Context: an optimization exercise on an open-source flow, tuned for small area. The choices shown serve that exercise and are no tape-out recipe. The RTL was checked by simulation tests, not by an equivalence proof against the original design.

==> job 7118 <==
// flicker_core
module flicker_core (
    input  wire        clk,
    input  wire        rst,           
    input  wire        test_mode,     
    input  wire        ovf,           
    input  wire [31:0] seed_rdata,
    output wire        seed_we,
    output wire [31:0] seed_wdata,
    input  wire        bus_req,
    input  wire        bus_we,
    input  wire [5:0]  bus_addr,
    input  wire [1:0]  bus_size,      
    input  wire [31:0] bus_wdata,
    output reg         bus_ack,
    output wire        bus_err,
    output wire [31:0] bus_rdata,
    output wire [7:0]  duty,
    output reg         duty_we
);
clock: 20.0 ns
lec_check: 0
cap_margin: 20
core_margin: 2
core_utilization: 40
slew_margin: 20
standard.sh (not shown) runs the stock make flow with config.mk's settings and CLKGATE_MAP_FILE= SYNTH_SCRIPT=/design/flow/synth_recipe.tcl, a recipe that flattens the netlist after the stock synthesis.
==> flow/flow/run.sh <==
#!/bin/bash
# ORFS layout with three changes, each tool's output in a log here:
#  - synthesis maps all logic, adders included, with an area-oriented ABC
#    script (flow/abc_area.script) instead of pre-mapping adder cells;
#    the registers are those of the standard synthesis (dfflibmap runs before ABC);
#  - every port still gets a buffer, of the smallest drive (buf_1);
#  - the clock tree uses small clock buffers and no dummy loads.
set -uo pipefail
HERE=$(pwd)
rm -rf scripts_mod
cp -r "$FLOW_HOME/scripts" scripts_mod
cp flow/abc_area.script scripts_mod/abc_area.script
export BUFFER_PORTS_ARGS="-buffer_cell sky130_fd_sc_hd__buf_1"
export CTS_ARGS="-sink_clustering_enable -repair_clock_nets -dont_use_dummy_load -buf_list sky130_fd_sc_hd__clkbuf_2"
bash standard.sh SCRIPTS_DIR="$HERE/scripts_mod" ABC_AREA=1 ADDER_MAP_FILE= finish > standard_flow.log 2>&1
status=$?
rm -rf scripts_mod
exit $status
==> flow/flow/abc_area.script <==
strash
&get -n
&deepsyn -I 3 -T 150
&put
&get -n
&dch -f
&nf -R 1000 -p -a
&put
==> job 9528 (differences from job 7118) <==
--- a/flow/design.v
+++ b/flow/design.v
@@ -43,31 +43,32 @@
                      S_MAP  = 4'd8, S_COPY = 4'd9, S_SWB  = 4'd10, S_BOOT = 4'd11;
     localparam [2:0] O_NONE = 3'd0, O_DRAW = 3'd1, O_NORMAL = 3'd2, O_FILTER = 3'd3,
                      O_UPDATE = 3'd4, O_RUN = 3'd5, O_MAP = 3'd6, O_TAKE = 3'd7;
     reg  [4:0]  ph;
     reg         mode_test;
     reg  [3:0]  slot;
     reg  [2:0]  opc;           
     reg  [31:0] lfsr;
-    reg  [31:0] arg, z1, z2, seedw;
+    reg  [31:0] arg, z1, z2;
     reg  [15:0] res;           
     reg  [7:0]  duty_q;
     reg         tick;
     reg  [3:0]  cnt;           
     reg         err;
     reg  [2:0]  cause;
     reg  [7:0]  ac;            
     reg  [3:0]  kc;            
     reg         cy1;           
     reg         sg1;           
     reg  [2:0]  ycy;           
     reg  [2:0]  acy, bcy;      
     reg         ysgn;          
     reg         z2sgn;         
+    reg  [2:0]  yd;            
     assign duty = duty_q;
     wire last = (ph == 5'd31);
     wire idle = (slot == S_IDLE);
     wire boot = (slot == S_BOOT);    
     wire [32:0] sc;
     assign sc[0] = 1'b1;
     genvar gi;
     generate for (gi = 0; gi < 32; gi = gi + 1) begin : g_inc
@@ -90,33 +91,33 @@
         else if (cmd_op != 4'h2 && cmd_n != 4'd0)      cmd_cause = 3'd5;
         else if (cmd_op != 4'h4 && cmd_imm != 8'd0)    cmd_cause = 3'd5;
         else                                           cmd_cause = 3'd0;
     end
     wire is_cmd   = bus_we && word == 4'h0;
     wire cmd_ok   = is_cmd && cmd_cause == 3'd0;
     wire cmd_slot = cmd_ok && cmd_op != 4'h0 && cmd_op != 4'h7;
     wire rd_swap  = !bus_we && (word == 4'h1 || word == 4'h4 || word == 4'h5 ||
-                                word == 4'h6 || word == 4'h9 || (word == 4'h2 && mode_test));
+                                word == 4'h6 || (word == 4'h2 && mode_test));
     wire acc_slot_kind = bus_legal && (rd_swap || (bus_we && word == 4'h1) || cmd_slot);
     wire can_acc  = idle && !bus_ack && bus_req;
     wire acc_imm  = can_acc && !acc_slot_kind;
     wire acc_slot = can_acc && acc_slot_kind && last;
     wire run_go   = idle && !mode_test && tick && last && !can_acc;
     wire ovf_ev  = (!mode_test && !boot && ovf) ||
                    (acc_imm && bus_legal && cmd_ok && cmd_op == 4'h7);
     wire expire  = (cnt == 4'd1);
     wire take_clr = (slot == S_RESW) && (opc == O_TAKE) && (ph == 5'd0);
     wire [3:0] draw_n   = bus_wdata[12] ? 4'd1 : cmd_n;    
     wire [4:0] nsteps   = (opc == O_DRAW) ? {1'b0, draw_n} : 5'd24;
     wire       stepping = (slot == S_STEP) && (ph < nsteps);
     wire       swapping = (slot == S_SWAP) || (slot == S_SWB);
-    wire       rotating = swapping || (slot == S_INIT);
+    wire       rotating = swapping;
     wire       b        = lfsr[0];
-    wire        lfsr_in = (swapping && opc == 3'd4) ? seedw[0] : lfsr[0];
+    wire        lfsr_in = (swapping && opc == 3'd4) ? arg[0] : lfsr[0];
     wire [31:0] lfsr_sh = {lfsr_in, lfsr[31:1]} ^
                           ({32{stepping & b}} & {1'b0, POLY[30:0]});
     wire [7:0] ka    = {kc, ac[7:4]};
     wire       xo1   = ka[ph[2:0]];
     wire       xo2   = !ph[2] && !ac[ph[1:0]];
     wire       xcin  = (ph == 5'd0) ? 1'b1 : cy1;
     wire [1:0] xsum  = xo1 + xo2 + xcin;
     wire       xcalc = (ph < 5'd8) ? xsum[0] : sg1;
@@ -134,24 +135,24 @@
     wire [2:0] acin = (in_fb && ph == 5'd18) ? 3'd4 : acy;
     wire [2:0] bcin = (in_fb && ph == 5'd22) ? 3'd4 : bcy;
     assign a0  = in_fb ? z1[14]                   : ((ph <= 5'd17) ? z1[14] : ysgn);
     assign a4  = in_fb ? (z1[10] & (ph >= 5'd22)) : ((ph <= 5'd21) ? z1[10] : ysgn);
     assign a6  = in_fb ? (z1[8]  & (ph >= 5'd24)) : ((ph <= 5'd23) ? z1[8]  : ysgn);
     assign a8  = in_fb ? (z1[6]  & (ph >= 5'd26)) : ((ph <= 5'd25) ? z1[6]  : ysgn);
     assign a10 = in_fb ? (z1[4]  & (ph >= 5'd28)) : ((ph <= 5'd27) ? z1[4]  : ysgn);
     assign a13 = in_fb ? (z1[1]  & (ph >= 5'd31)) : ((ph <= 5'd30) ? z1[1]  : ysgn);
-    assign a15 = in_fb ? 1'b0                     : (ycy[0] & (ph >= 5'd1));
+    assign a15 = in_fb ? 1'b0                     : (yd[0] & (ph >= 5'd1));
     assign az  = in_fb ? 1'b0                     : ((ph <= 5'd27) ? z2[4]  : z2sgn);
     assign b0  = in_fb ? z1[10]                   : ((ph <= 5'd21) ? z1[10] : ysgn);
     assign b3  = in_fb ? (z1[7]  & (ph >= 5'd25)) : ((ph <= 5'd24) ? z1[7]  : ysgn);
     assign b5  = in_fb ? (z1[5]  & (ph >= 5'd27)) : ((ph <= 5'd26) ? z1[5]  : ysgn);
     assign b7  = in_fb ? (z1[3]  & (ph >= 5'd29)) : ((ph <= 5'd28) ? z1[3]  : ysgn);
     assign b10 = in_fb ? 1'b0                     : z1[0];
-    assign b13 = in_fb ? 1'b0                     : (ycy[2] & (ph >= 5'd3));
+    assign b13 = in_fb ? 1'b0                     : (yd[2] & (ph >= 5'd3));
     wire [3:0] asum, bsum;
     flk_filter u_filter (
         .a_ops({a0, a4, !a6, !a8, !a10, !a13, a15, az}), .a_cin(acin),
         .b_ops({!b0, !b3, b5, b7, !b10, !b13}),           .b_cin(bcin),
         .a_sum(asum), .b_sum(bsum)
     );
     wire y16b = (ph <= 5'd15) ? z1[8] : sg1;
     wire neg_c, over_c;
@@ -159,21 +160,20 @@
     wire       neg   = (ph == 5'd0) ? neg_c  : ysgn;
     wire       over  = (ph == 5'd0) ? over_c : z2sgn;
     wire [7:0] K171  = 8'd171;
     wire [1:0] tsum  = res[6] + K171[ph[2:0]] + ((ph == 5'd0) ? 1'b0 : cy1);
     wire       dbit  = (ph < 5'd8) && !neg && (over || tsum[0]);
     reg rbit;
     always @(*) begin
         case (opc)
-            3'd1:    rbit = arg[0];
             3'd4:    rbit = lfsr[0];
             3'd5:    rbit = z1[0];
             3'd6:    rbit = z2[0];
-            default: rbit = seedw[0];
+            default: rbit = arg[0];
         endcase
     end
     reg [7:0] small_v;
     always @(*) begin
         case (word)
             4'h3:    small_v = {1'b0, cause, err, 1'b0, tick, mode_test};
             4'h7:    small_v = {3'd0, cnt == 4'd0, cnt};
             4'h8:    small_v = duty_q;
@@ -182,72 +182,71 @@
             default: small_v = 8'd0;
         endcase
     end
     wire cfg0 = (word == 4'hA);
     wire show = (slot == S_SWB);
     assign bus_err = bus_ack && !bus_legal;
     wire show_res = show && (opc == 3'd2);
     wire show_sw  = show && (opc != 3'd2);
-    assign bus_rdata = ({32{show_sw}} & seedw) |
+    wire show_sd  = (word == 4'h9);
+    assign bus_rdata = ({32{show_sw}} & arg) |
                        ({32{show_res}} & {{16{res[15]}}, res}) |
+                       ({32{show_sd}} & seed_rdata) |
                        {9'd0, cfg0, 1'b0, cfg0, 1'b0, cfg0, 10'd0, small_v};
     reg resw_b;
     always @(*) begin
         case (opc)
             O_NORMAL: resw_b = xcalc;
             O_TAKE:   resw_b = (ph == 5'd0) && tick;
             default:  resw_b = (ph < 5'd8) && ac[ph[2:0]];
         endcase
     end
-    reg z1_in, z2_in, arg_in, res_in, seed_in;
+    reg z1_in, z2_in, arg_in, res_in;
     always @(*) begin
         z1_in   = z1[0];
         z2_in   = z2[0];
         arg_in  = arg[0];
         res_in  = res[0];
-        seed_in = seedw[0];
         case (slot)
             S_INIT: begin
                 z1_in = 1'b0; z2_in = 1'b0; arg_in = 1'b0; res_in = 1'b0;
-                seed_in = lfsr[0];
             end
             S_ARGW: arg_in = wbit;
             S_SWAP, S_SWB: begin
-                seed_in = rbit;
+                arg_in = rbit;
                 case (opc)
-                    3'd1: arg_in = seedw[0];
-                    3'd5: z1_in  = seedw[0];
-                    3'd6: z2_in  = seedw[0];
+                    3'd5: z1_in  = arg[0];
+                    3'd6: z2_in  = arg[0];
                     default: ;
                 endcase
             end
             S_RESW: res_in = resw_b;
             S_FB:   begin z1_in = ybit; res_in = xbit; end
             S_FC:   begin z1_in = asum[0]; z2_in = bsum[0]; res_in = y16b; end
             S_MAP:  res_in = dbit;
             S_COPY: res_in = arg[0];
             default: ;
         endcase
     end
     always @(posedge clk) begin
         z1        <= {z1_in,   z1[31:1]};
         z2        <= {z2_in,   z2[31:1]};
         arg       <= {arg_in,  arg[31:1]};
         res       <= {(ph[4] && slot != S_FB) ? res[0] : res_in, res[15:1]};
-        seedw     <= {seed_in, seedw[31:1]};
         cy1   <= (slot == S_MAP) ? tsum[1] : xsum[1];
         if (slot == S_FC ? (ph == 5'd15) : (ph == 5'd7))
             sg1 <= (slot == S_FC) ? z1[8] : xsum[0];
-        ycy   <= in_fc ? {ycy[1:0], z1[0]} : ysum[3:1];
+        ycy   <= ysum[3:1];
         acy   <= asum[3:1];
         bcy   <= bsum[3:1];
         if (in_fb && last) ysgn <= ybit;
         else if (slot == S_MAP && ph == 5'd0) ysgn <= neg_c;
         if (ph == 5'd0) z2sgn <= (slot == S_MAP) ? over_c : z2[31];
+        yd    <= {yd[1:0], z1[0]};
     end
     always @(posedge clk) begin
         if (rst) begin
             ph        <= 5'd31;
             mode_test <= test_mode;
             slot      <= S_BOOT;
             opc       <= O_NONE;
             tick      <= 1'b0;
@@ -279,17 +278,17 @@
                     err   <= 1'b0;
                     cause <= 3'd0;
                 end
             end
             if (acc_slot) begin
                 ac <= 8'd0;
                 kc <= 4'd7;
                 if (!bus_we) begin
-                    slot <= S_SWAP; opc <= word[3] ? 3'd0 : word[2:0];
+                    slot <= S_SWAP; opc <= word[2:0];
                 end else if (word == 4'h1) begin
                     slot <= S_ARGW; opc <= O_NONE;
                 end else begin
                     case (cmd_op)
                         4'h1, 4'h2: begin slot <= S_STEP; opc <= O_DRAW;   end
                         4'h3:       begin slot <= S_STEP; opc <= O_NORMAL; end
                         4'h4:       begin slot <= S_FB;   opc <= O_FILTER; end
                         4'h5:       begin slot <= S_COPY; opc <= O_MAP;    end
==> job 6752 (differences from job 7118) <==
--- a/flow/design.v
+++ b/flow/design.v
@@ -43,17 +43,17 @@
                      S_MAP  = 4'd8, S_COPY = 4'd9, S_SWB  = 4'd10, S_BOOT = 4'd11;
     localparam [2:0] O_NONE = 3'd0, O_DRAW = 3'd1, O_NORMAL = 3'd2, O_FILTER = 3'd3,
                      O_UPDATE = 3'd4, O_RUN = 3'd5, O_MAP = 3'd6, O_TAKE = 3'd7;
     reg  [4:0]  ph;
     reg         mode_test;
     reg  [3:0]  slot;
     reg  [2:0]  opc;           
     reg  [31:0] lfsr;
-    reg  [31:0] arg, z1, z2, seedw;
+    reg  [31:0] arg, z1, z2;
     reg  [15:0] res;           
     reg  [7:0]  duty_q;
     reg         tick;
     reg  [3:0]  cnt;           
     reg         err;
     reg  [2:0]  cause;
     reg  [7:0]  ac;            
     reg  [3:0]  kc;            
@@ -90,33 +90,33 @@
         else if (cmd_op != 4'h2 && cmd_n != 4'd0)      cmd_cause = 3'd5;
         else if (cmd_op != 4'h4 && cmd_imm != 8'd0)    cmd_cause = 3'd5;
         else                                           cmd_cause = 3'd0;
     end
     wire is_cmd   = bus_we && word == 4'h0;
     wire cmd_ok   = is_cmd && cmd_cause == 3'd0;
     wire cmd_slot = cmd_ok && cmd_op != 4'h0 && cmd_op != 4'h7;
     wire rd_swap  = !bus_we && (word == 4'h1 || word == 4'h4 || word == 4'h5 ||
-                                word == 4'h6 || word == 4'h9 || (word == 4'h2 && mode_test));
+                                word == 4'h6 || (word == 4'h2 && mode_test));
     wire acc_slot_kind = bus_legal && (rd_swap || (bus_we && word == 4'h1) || cmd_slot);
     wire can_acc  = idle && !bus_ack && bus_req;
     wire acc_imm  = can_acc && !acc_slot_kind;
     wire acc_slot = can_acc && acc_slot_kind && last;
     wire run_go   = idle && !mode_test && tick && last && !can_acc;
     wire ovf_ev  = (!mode_test && !boot && ovf) ||
                    (acc_imm && bus_legal && cmd_ok && cmd_op == 4'h7);
     wire expire  = (cnt == 4'd1);
     wire take_clr = (slot == S_RESW) && (opc == O_TAKE) && (ph == 5'd0);
     wire [3:0] draw_n   = bus_wdata[12] ? 4'd1 : cmd_n;    
     wire [4:0] nsteps   = (opc == O_DRAW) ? {1'b0, draw_n} : 5'd24;
     wire       stepping = (slot == S_STEP) && (ph < nsteps);
     wire       swapping = (slot == S_SWAP) || (slot == S_SWB);
-    wire       rotating = swapping || (slot == S_INIT);
+    wire       rotating = swapping;
     wire       b        = lfsr[0];
-    wire        lfsr_in = (swapping && opc == 3'd4) ? seedw[0] : lfsr[0];
+    wire        lfsr_in = (swapping && opc == 3'd4) ? arg[0] : lfsr[0];
     wire [31:0] lfsr_sh = {lfsr_in, lfsr[31:1]} ^
                           ({32{stepping & b}} & {1'b0, POLY[30:0]});
     wire [7:0] ka    = {kc, ac[7:4]};
     wire       xo1   = ka[ph[2:0]];
     wire       xo2   = !ph[2] && !ac[ph[1:0]];
     wire       xcin  = (ph == 5'd0) ? 1'b1 : cy1;
     wire [1:0] xsum  = xo1 + xo2 + xcin;
     wire       xcalc = (ph < 5'd8) ? xsum[0] : sg1;
@@ -159,21 +159,20 @@
     wire       neg   = (ph == 5'd0) ? neg_c  : ysgn;
     wire       over  = (ph == 5'd0) ? over_c : z2sgn;
     wire [7:0] K171  = 8'd171;
     wire [1:0] tsum  = res[6] + K171[ph[2:0]] + ((ph == 5'd0) ? 1'b0 : cy1);
     wire       dbit  = (ph < 5'd8) && !neg && (over || tsum[0]);
     reg rbit;
     always @(*) begin
         case (opc)
-            3'd1:    rbit = arg[0];
             3'd4:    rbit = lfsr[0];
             3'd5:    rbit = z1[0];
             3'd6:    rbit = z2[0];
-            default: rbit = seedw[0];
+            default: rbit = arg[0];
         endcase
     end
     reg [7:0] small_v;
     always @(*) begin
         case (word)
             4'h3:    small_v = {1'b0, cause, err, 1'b0, tick, mode_test};
             4'h7:    small_v = {3'd0, cnt == 4'd0, cnt};
             4'h8:    small_v = duty_q;
@@ -182,63 +181,61 @@
             default: small_v = 8'd0;
         endcase
     end
     wire cfg0 = (word == 4'hA);
     wire show = (slot == S_SWB);
     assign bus_err = bus_ack && !bus_legal;
     wire show_res = show && (opc == 3'd2);
     wire show_sw  = show && (opc != 3'd2);
-    assign bus_rdata = ({32{show_sw}} & seedw) |
+    wire show_sd  = (word == 4'h9);
+    assign bus_rdata = ({32{show_sw}} & arg) |
                        ({32{show_res}} & {{16{res[15]}}, res}) |
+                       ({32{show_sd}} & seed_rdata) |
                        {9'd0, cfg0, 1'b0, cfg0, 1'b0, cfg0, 10'd0, small_v};
     reg resw_b;
     always @(*) begin
         case (opc)
             O_NORMAL: resw_b = xcalc;
             O_TAKE:   resw_b = (ph == 5'd0) && tick;
             default:  resw_b = (ph < 5'd8) && ac[ph[2:0]];
         endcase
     end
-    reg z1_in, z2_in, arg_in, res_in, seed_in;
+    reg z1_in, z2_in, arg_in, res_in;
     always @(*) begin
         z1_in   = z1[0];
         z2_in   = z2[0];
         arg_in  = arg[0];
         res_in  = res[0];
-        seed_in = seedw[0];
         case (slot)
             S_INIT: begin
                 z1_in = 1'b0; z2_in = 1'b0; arg_in = 1'b0; res_in = 1'b0;
-                seed_in = lfsr[0];
             end
             S_ARGW: arg_in = wbit;
             S_SWAP, S_SWB: begin
-                seed_in = rbit;
+                arg_in = rbit;
                 case (opc)
-                    3'd1: arg_in = seedw[0];
-                    3'd5: z1_in  = seedw[0];
-                    3'd6: z2_in  = seedw[0];
+                    3'd5: z1_in  = arg[0];
+                    3'd6: z2_in  = arg[0];
                     default: ;
                 endcase
             end
             S_RESW: res_in = resw_b;
             S_FB:   begin z1_in = ybit; res_in = xbit; end
             S_FC:   begin z1_in = asum[0]; z2_in = bsum[0]; res_in = y16b; end
             S_MAP:  res_in = dbit;
             S_COPY: res_in = arg[0];
             default: ;
         endcase
     end
     always @(posedge clk) begin
         z1        <= {z1_in,   z1[31:1]};
         z2        <= {z2_in,   z2[31:1]};
         arg       <= {arg_in,  arg[31:1]};
         res       <= {(ph[4] && slot != S_FB) ? res[0] : res_in, res[15:1]};
-        seedw     <= {seed_in, seedw[31:1]};
         cy1   <= (slot == S_MAP) ? tsum[1] : xsum[1];
         if (slot == S_FC ? (ph == 5'd15) : (ph == 5'd7))
             sg1 <= (slot == S_FC) ? z1[8] : xsum[0];
         ycy   <= in_fc ? {ycy[1:0], z1[0]} : ysum[3:1];
         acy   <= asum[3:1];
         bcy   <= bsum[3:1];
         if (in_fb && last) ysgn <= ybit;
         else if (slot == S_MAP && ph == 5'd0) ysgn <= neg_c;
@@ -279,17 +276,17 @@
                     err   <= 1'b0;
                     cause <= 3'd0;
                 end
             end
             if (acc_slot) begin
                 ac <= 8'd0;
                 kc <= 4'd7;
                 if (!bus_we) begin
-                    slot <= S_SWAP; opc <= word[3] ? 3'd0 : word[2:0];
+                    slot <= S_SWAP; opc <= word[2:0];
                 end else if (word == 4'h1) begin
                     slot <= S_ARGW; opc <= O_NONE;
                 end else begin
                     case (cmd_op)
                         4'h1, 4'h2: begin slot <= S_STEP; opc <= O_DRAW;   end
                         4'h3:       begin slot <= S_STEP; opc <= O_NORMAL; end
                         4'h4:       begin slot <= S_FB;   opc <= O_FILTER; end
                         4'h5:       begin slot <= S_COPY; opc <= O_MAP;    end
==> job 9695 (differences from job 7118) <==
--- a/flow/design.v
+++ b/flow/design.v
@@ -58,16 +58,17 @@
     reg  [7:0]  ac;            
     reg  [3:0]  kc;            
     reg         cy1;           
     reg         sg1;           
     reg  [2:0]  ycy;           
     reg  [2:0]  acy, bcy;      
     reg         ysgn;          
     reg         z2sgn;         
+    reg  [2:0]  yd;            
     assign duty = duty_q;
     wire last = (ph == 5'd31);
     wire idle = (slot == S_IDLE);
     wire boot = (slot == S_BOOT);    
     wire [32:0] sc;
     assign sc[0] = 1'b1;
     genvar gi;
     generate for (gi = 0; gi < 32; gi = gi + 1) begin : g_inc
@@ -134,24 +135,24 @@
     wire [2:0] acin = (in_fb && ph == 5'd18) ? 3'd4 : acy;
     wire [2:0] bcin = (in_fb && ph == 5'd22) ? 3'd4 : bcy;
     assign a0  = in_fb ? z1[14]                   : ((ph <= 5'd17) ? z1[14] : ysgn);
     assign a4  = in_fb ? (z1[10] & (ph >= 5'd22)) : ((ph <= 5'd21) ? z1[10] : ysgn);
     assign a6  = in_fb ? (z1[8]  & (ph >= 5'd24)) : ((ph <= 5'd23) ? z1[8]  : ysgn);
     assign a8  = in_fb ? (z1[6]  & (ph >= 5'd26)) : ((ph <= 5'd25) ? z1[6]  : ysgn);
     assign a10 = in_fb ? (z1[4]  & (ph >= 5'd28)) : ((ph <= 5'd27) ? z1[4]  : ysgn);
     assign a13 = in_fb ? (z1[1]  & (ph >= 5'd31)) : ((ph <= 5'd30) ? z1[1]  : ysgn);
-    assign a15 = in_fb ? 1'b0                     : (ycy[0] & (ph >= 5'd1));
+    assign a15 = in_fb ? 1'b0                     : (yd[0] & (ph >= 5'd1));
     assign az  = in_fb ? 1'b0                     : ((ph <= 5'd27) ? z2[4]  : z2sgn);
     assign b0  = in_fb ? z1[10]                   : ((ph <= 5'd21) ? z1[10] : ysgn);
     assign b3  = in_fb ? (z1[7]  & (ph >= 5'd25)) : ((ph <= 5'd24) ? z1[7]  : ysgn);
     assign b5  = in_fb ? (z1[5]  & (ph >= 5'd27)) : ((ph <= 5'd26) ? z1[5]  : ysgn);
     assign b7  = in_fb ? (z1[3]  & (ph >= 5'd29)) : ((ph <= 5'd28) ? z1[3]  : ysgn);
     assign b10 = in_fb ? 1'b0                     : z1[0];
-    assign b13 = in_fb ? 1'b0                     : (ycy[2] & (ph >= 5'd3));
+    assign b13 = in_fb ? 1'b0                     : (yd[2] & (ph >= 5'd3));
     wire [3:0] asum, bsum;
     flk_filter u_filter (
         .a_ops({a0, a4, !a6, !a8, !a10, !a13, a15, az}), .a_cin(acin),
         .b_ops({!b0, !b3, b5, b7, !b10, !b13}),           .b_cin(bcin),
         .a_sum(asum), .b_sum(bsum)
     );
     wire y16b = (ph <= 5'd15) ? z1[8] : sg1;
     wire neg_c, over_c;
@@ -232,22 +233,23 @@
         z1        <= {z1_in,   z1[31:1]};
         z2        <= {z2_in,   z2[31:1]};
         arg       <= {arg_in,  arg[31:1]};
         res       <= {(ph[4] && slot != S_FB) ? res[0] : res_in, res[15:1]};
         seedw     <= {seed_in, seedw[31:1]};
         cy1   <= (slot == S_MAP) ? tsum[1] : xsum[1];
         if (slot == S_FC ? (ph == 5'd15) : (ph == 5'd7))
             sg1 <= (slot == S_FC) ? z1[8] : xsum[0];
-        ycy   <= in_fc ? {ycy[1:0], z1[0]} : ysum[3:1];
+        ycy   <= ysum[3:1];
         acy   <= asum[3:1];
         bcy   <= bsum[3:1];
         if (in_fb && last) ysgn <= ybit;
         else if (slot == S_MAP && ph == 5'd0) ysgn <= neg_c;
         if (ph == 5'd0) z2sgn <= (slot == S_MAP) ? over_c : z2[31];
+        yd    <= {yd[1:0], z1[0]};
     end
     always @(posedge clk) begin
         if (rst) begin
             ph        <= 5'd31;
             mode_test <= test_mode;
             slot      <= S_BOOT;
             opc       <= O_NONE;
             tick      <= 1'b0;
==> flow_metrics.env <==
export IMPL_path_cells="buf_1, nor3b_1, nor2b_1, a222oi_1, nand2_1, buf_1"
export IMPL_hpwl_um=17500
export IMPL_outcome="complete, no violations"
export IMPL_seq_area_um2=5230
export IMPL_dieArea_um2=23900
export IMPL_taps=285
export IMPL_antenna_found_initial=1
export IMPL_nNetsFinal=1208
export IMPL_reg2reg_from="slot[3]$_SDFF_PP1_"
export IMPL_start_util_pct=40.5
export IMPL_bufAreaShareNonClock_pct=6.16
export IMPL_worst_pin_slew_ps=922
export IMPL_reg2reg_depth=15
export IMPL_p_seq_mw=0.593
export IMPL_swShare_pct=32.2
The numbers above come from job 7118.

==> flow_metrics.env <==
export IMPL_outcome="complete, no violations"
export IMPL_hpwl_um=18300
export IMPL_bufAreaShareNonClock_pct=6.55
export IMPL_worst_pin_slew_ps=1020
export IMPL_p_seq_mw=0.517
export IMPL_swShare_pct=33.6
export IMPL_dieArea_um2=22500
export IMPL_start_util_pct=40.6
export IMPL_reg2reg_from="ph[0]$_SDFF_PP1_"
export IMPL_nNetsFinal=1168
export IMPL_antenna_found_initial=1
export IMPL_taps=275
export IMPL_path_cells="buf_1, nand2_1, nor3_1, nand2_1, nand2_1, o21ai_0, nand2_1, buf_1"
The numbers above come from job 6752.

==> flow_metrics.env <==
export IMPL_outcome="complete, no violations"
export IMPL_io_pins=154
export IMPL_antenna_found_initial=0
export IMPL_multiInputCombCellCount=666
export IMPL_worst_pin_slew_ps=1100
export IMPL_hpwl_um=17900
export IMPL_hold_path_depth=0
export IMPL_switching_power_mw=0.305
export IMPL_path_cells="buf_1, nand2_1, nor3b_1, a32oi_1, nand4_1, buf_1"
export IMPL_taps=275
export IMPL_nNetsFinal=1183
export IMPL_p_seq_mw=0.507
export IMPL_hold_slack_ps=263
export IMPL_reg2reg_from="slot[3]$_SDFF_PP1_"
export IMPL_bufAreaShareNonClock_pct=6.45
export IMPL_reg2reg_depth=12
export IMPL_start_util_pct=40.9
export IMPL_synth_area_leaders="dfxtp_1, edfxtp_1, nand2_1, a21oi_1, nor2_1"
export IMPL_seq_area_um2=4640
The numbers above come from job 9528.

==> flow_metrics.env <==
export IMPL_outcome="complete, no violations"
export IMPL_p_seq_mw=0.590
export IMPL_start_util_pct=40.5
export IMPL_bufAreaShareNonClock_pct=6.25
export IMPL_taps=285
export IMPL_route_met3_wl_um=1440
export IMPL_path_cells="buf_1, nor3b_1, nor2b_1, a22o_1, a221o_1, buf_1"
export IMPL_dieArea_um2=24000
export IMPL_reg2reg_depth=16
export IMPL_antenna_found_initial=1
export IMPL_swShare_pct=31.8
export IMPL_hpwl_um=17000
The numbers above come from job 9695.

what the ideal ports hide:
The results above use ideal ports. As a check the final layouts listed here were re-extracted and re-timed, cells and wires unchanged.
Step 1 (the two cells are an assumption about what drives the block):
set clk [get_ports {clk}]
set_driving_cell -lib_cell sky130_fd_sc_hd__clkbuf_16 $clk
set_driving_cell -lib_cell sky130_fd_sc_hd__buf_2 [delete_from_list [all_inputs] $clk]
Step 2 also shifts input and output timing later by t, the mid clock arrival at the registers, as if the neighbouring blocks saw the same clock.
Three values: no drivers, after step 1, after step 2; two values: the first two.
run	t, ns	slack for setup (ns)	hold slack, ns	worst slew at a driven data input, ns
job 7118	0.789	10.310 / 10.282 / 10.282	0.293 / 0.293 / 0.293	0.06
job 9528	0.814	10.367 / 10.343 / 10.343	0.263 / 0.263 / 0.263	0.04
job 6752	0.790	10.279 / 10.247 / 10.247	0.264 / 0.264 / 0.264	0.06
job 9695	0.785	10.402 / 10.381 / 10.381	0.270 / 0.270 / 0.270	0.06
After both steps setup and hold are still met in every run listed. For job 6752, which loses most, drivers alone change the setup slack by -0.032 ns; drivers and shift together by -0.032 ns.
